Context: an optimization exercise on an open-source flow, tuned for small area and a short achievable clock period. The choices shown serve that exercise and are no tape-out recipe.
The RTL was checked by simulation tests, not by an equivalence proof against the original design.

// hdmi_mixer
module hdmi_mixer (
    input  wire        clk,
    input  wire        rst,
    input  wire [66:0] in_word,
    output wire        in_pop,
    input  wire        sel0,
    input  wire        sel1,
    input  wire [8:0]  gain0,
    input  wire [8:0]  gain1,
    output wire        out_hs,
    output wire        out_vs,
    output wire        out_de,
    output wire [7:0]  out_r,
    output wire [7:0]  out_g,
    output wire [7:0]  out_b
);
    integer k;
    reg        uc, pop_q;
    reg [15:0] u_pix0, u_pix1;            
    reg        u_hs, u_vs, u_de;
    assign in_pop = pop_q;
    always @(posedge clk) begin
        u_pix0 <= uc ? in_word[50:35] : in_word[18:3];
        u_pix1 <= uc ? in_word[66:51] : in_word[34:19];
        if (rst) begin
            uc    <= 1'b0;
            pop_q <= 1'b0;
            u_hs  <= 1'b0;
            u_vs  <= 1'b0;
            u_de  <= 1'b0;
        end else begin
            uc    <= ~uc;
            pop_q <= ~pop_q;
            if (!uc) begin
                u_hs <= in_word[0];
                u_vs <= in_word[1];
                u_de <= in_word[2];
            end
        end
    end
    reg [6:1] ta_hs, ta_vs, ta_de;
    always @(posedge clk) begin
        if (rst) begin
            ta_hs <= 6'd0;
            ta_vs <= 6'd0;
            ta_de <= 6'd0;
        end else if (uc) begin
            ta_hs <= {ta_hs[5:1], u_hs};
            ta_vs <= {ta_vs[5:1], u_vs};
            ta_de <= {ta_de[5:1], u_de};
        end
    end
    assign out_hs = ta_hs[6];
    assign out_vs = ta_vs[6];
    assign out_de = ta_de[6];
    wire sop = uc & u_de & ~ta_de[1];
    reg  sel_act0, sel_act1;
    wire s_eff0 = sop ? sel0 : sel_act0;
    wire s_eff1 = sop ? sel1 : sel_act1;
    always @(posedge clk) begin
        sel_act0 <= s_eff0;
        sel_act1 <= s_eff1;
    end
    reg [15:0] ch0 [1:4];
    reg [15:0] ch1 [1:4];
    reg [7:0]  cc0, cc1;                  
    always @(posedge clk) begin
        ch0[1] <= s_eff0 ? u_pix1 : u_pix0;
        ch1[1] <= s_eff1 ? u_pix1 : u_pix0;
  ...
==> flow/config.mk <==
export PLATFORM = sky130hd
export DESIGN_NAME = hdmi_mixer
export DESIGN_NICKNAME = hdmi_mixer
export VERILOG_FILES = /design/flow/design.v
export SDC_FILE = /design/flow/constraint.sdc
export NUM_CORES = 4
export LEC_CHECK = 0
export CAP_MARGIN = 20
export CORE_MARGIN = 2
export CORE_UTILIZATION = 40
export CTS_BUF_LIST = sky130_fd_sc_hd__clkbuf_16
export CTS_CLUSTER_DIAMETER = 100
export CTS_CLUSTER_SIZE = 30
export PLACE_DENSITY = 0.6
export SLEW_MARGIN = 20
export SYNTH_HIERARCHICAL = 1
export SYNTH_MINIMUM_KEEP_SIZE = 0
==> flow/constraint.sdc <==
create_clock -name core_clock -period 11.0 [get_ports {clk}]
set_input_delay 2.2000 -clock core_clock [delete_from_list [all_inputs] [get_ports {clk}]]
set_output_delay 2.2000 -clock core_clock [all_outputs]
set_load 0.01 [all_outputs]
standard.sh (not shown) runs the stock make flow with config.mk's settings and CLKGATE_MAP_FILE= SYNTH_SCRIPT=/design/flow/synth_recipe.tcl, a recipe that flattens the netlist after the stock synthesis.
==> flow/flow/run.sh <==
#!/bin/bash
# The standard layout (standard.sh), with two changes to how it is made:
# - timing repair aims below the clock period: repair_timing treats paths with
#   less than SETUP_SLACK_MARGIN ns of slack at the design's 11 ns clock as
#   failing, so it sizes up and buffers the slowest ones. The clock, the SDC
#   and every constraint are the design's own.
# - every input and output port gets a buf_2 cell as its port buffer
#   (buffer_ports otherwise picks clkdlybuf4s50_1, a delay cell).
# make's whole output goes to standard_make.log; ORFS keeps each step's log
# under orfs/logs/.
set -euo pipefail
bash standard.sh SETUP_SLACK_MARGIN=7.5 'BUFFER_PORTS_ARGS=-buffer_cell sky130_fd_sc_hd__buf_2' finish > standard_make.log 2>&1
The first run went through all stages and came out clean.
Next try:
--- a/flow/flow/run.sh
+++ b/flow/flow/run.sh
@@ -11,2 +11,2 @@
 set -euo pipefail
-bash standard.sh SETUP_SLACK_MARGIN=7.5 'BUFFER_PORTS_ARGS=-buffer_cell sky130_fd_sc_hd__buf_2' finish > standard_make.log 2>&1
+bash standard.sh SETUP_SLACK_MARGIN=7.6 'BUFFER_PORTS_ARGS=-buffer_cell sky130_fd_sc_hd__buf_2' finish > standard_make.log 2>&1
- CORE_UTILIZATION: 40 -> 55
- PLACE_DENSITY: 0.6 -> 0.7
What happened: Cell area hardly moves; clock-buffer cell count does not change; maximum frequency goes up by 1.2%; wire length goes down by 4.3%.

---

## the reference run
hdmi_mixer, a different RTL version from the one above (not shown whole).
Size in the first run: roughly 120 I/O pins, about 40,000 um^2 of cells after synthesis.
Design hdmi_mixer, start of the top module:
module hdmi_mixer (
    input  wire        clk,
    input  wire        rst,
    input  wire [66:0] in_word,
    output wire        in_pop,
    input  wire        sel0,
    input  wire        sel1,
    input  wire [8:0]  gain0,
    input  wire [8:0]  gain1,
    output wire        out_hs,
    output wire        out_vs,
    output wire        out_de,
    output wire [7:0]  out_r,
    output wire [7:0]  out_g,
    output wire [7:0]  out_b
);
    localparam D_TA = 11;
    integer k;
    reg        uc, pop_q;
    reg [15:0] u_pix0, u_pix1;            
    reg        u_hs, u_vs, u_de;
    assign in_pop = pop_q;
    always @(posedge clk) begin
        u_pix0 <= uc ? in_word[50:35] : in_word[18:3];
        u_pix1 <= uc ? in_word[66:51] : in_word[34:19];
        if (rst) begin
            uc    <= 1'b0;
            pop_q <= 1'b0;
            u_hs  <= 1'b0;
            u_vs  <= 1'b0;
            u_de  <= 1'b0;
        end else begin
            uc    <= ~uc;
            pop_q <= ~pop_q;
            if (!uc) begin
                u_hs <= in_word[0];
                u_vs <= in_word[1];
                u_de <= in_word[2];
            end
        end
    end
    reg ta_hs [0:D_TA-1];
    reg ta_vs [0:D_TA-1];
    reg ta_de [0:D_TA-1];
    always @(posedge clk) begin
        if (rst) begin
            for (k = 0; k < D_TA; k = k + 1) begin
                ta_hs[k] <= 1'b0;
                ta_vs[k] <= 1'b0;
                ta_de[k] <= 1'b0;
            end
  ...
==> flow/config.mk <==
export PLATFORM = sky130hd
export DESIGN_NAME = hdmi_mixer
export DESIGN_NICKNAME = hdmi_mixer
export VERILOG_FILES = /design/flow/design.v
export SDC_FILE = /design/flow/constraint.sdc
export NUM_CORES = 4
export LEC_CHECK = 0
export CAP_MARGIN = 20
export CORE_MARGIN = 2
export CORE_UTILIZATION = 40
export PLACE_DENSITY = 0.6
export SLEW_MARGIN = 20
export SYNTH_HIERARCHICAL = 1
export SYNTH_MINIMUM_KEEP_SIZE = 0
==> flow/constraint.sdc <==
create_clock -name core_clock -period 11.0 [get_ports {clk}]
set_input_delay 2.2000 -clock core_clock [delete_from_list [all_inputs] [get_ports {clk}]]
set_output_delay 2.2000 -clock core_clock [all_outputs]
set_load 0.01 [all_outputs]
run.sh (not shown) runs the stock make flow with config.mk's settings and CLKGATE_MAP_FILE= SYNTH_SCRIPT=/design/flow/synth_recipe.tcl, a recipe that flattens the netlist after the stock synthesis.
Stock flow here: none of the scripts above is used.
The reference run finished end to end and its layout was clean on timing, DRC and antenna.
Changes in the trial run relative to the reference run:
- SLEW_MARGIN changed from 20 to 80
## What came out
- In the trial run, register-to-register slack is lower than in the reference run.
- Summary of the trial run over the reference run: H-tree depth now smaller, final area shows an increase of 4.0%.

separate check: timing with driven ports:
The results above use ideal ports. As a check the final layouts listed here were re-extracted and re-timed, cells and wires unchanged.
Step 1 assumes that a clkbuf_16 drives the clock port and a buf_2 every other input.
Step 2 also shifts input and output timing later by t, the mid clock arrival at the registers, as if the neighbouring blocks saw the same clock.
Three values: ideal ports, drivers, drivers and shift; two values: the first two.
run | t (ns) | setup slack, ns | hold WS [ns] | worst setup path after step 2 | pins driven straight from the clock port
the first run of note 1 | 0.718 | 7.606 / 7.586 / 7.035 | 0.328 / 0.328 / 0.328 | input to register | 1
the second run of note 1 | 0.707 | 7.645 / 7.623 / 6.969 | 0.316 / 0.316 / 0.316 | input to register | 1
the reference run | 0.693 | 6.941 / 6.941 / 6.599 | 0.322 / 0.322 / 0.322 | input to register | 1
the trial run | 0.722 | 6.745 / 6.745 / 6.689 | 0.323 / 0.323 / 0.323 | input to register | 1
After both steps every run listed still meets setup and hold. The setup slack of the second run of note 1, which loses most, moves by -0.022 ns with the drivers and by -0.676 ns with both steps.
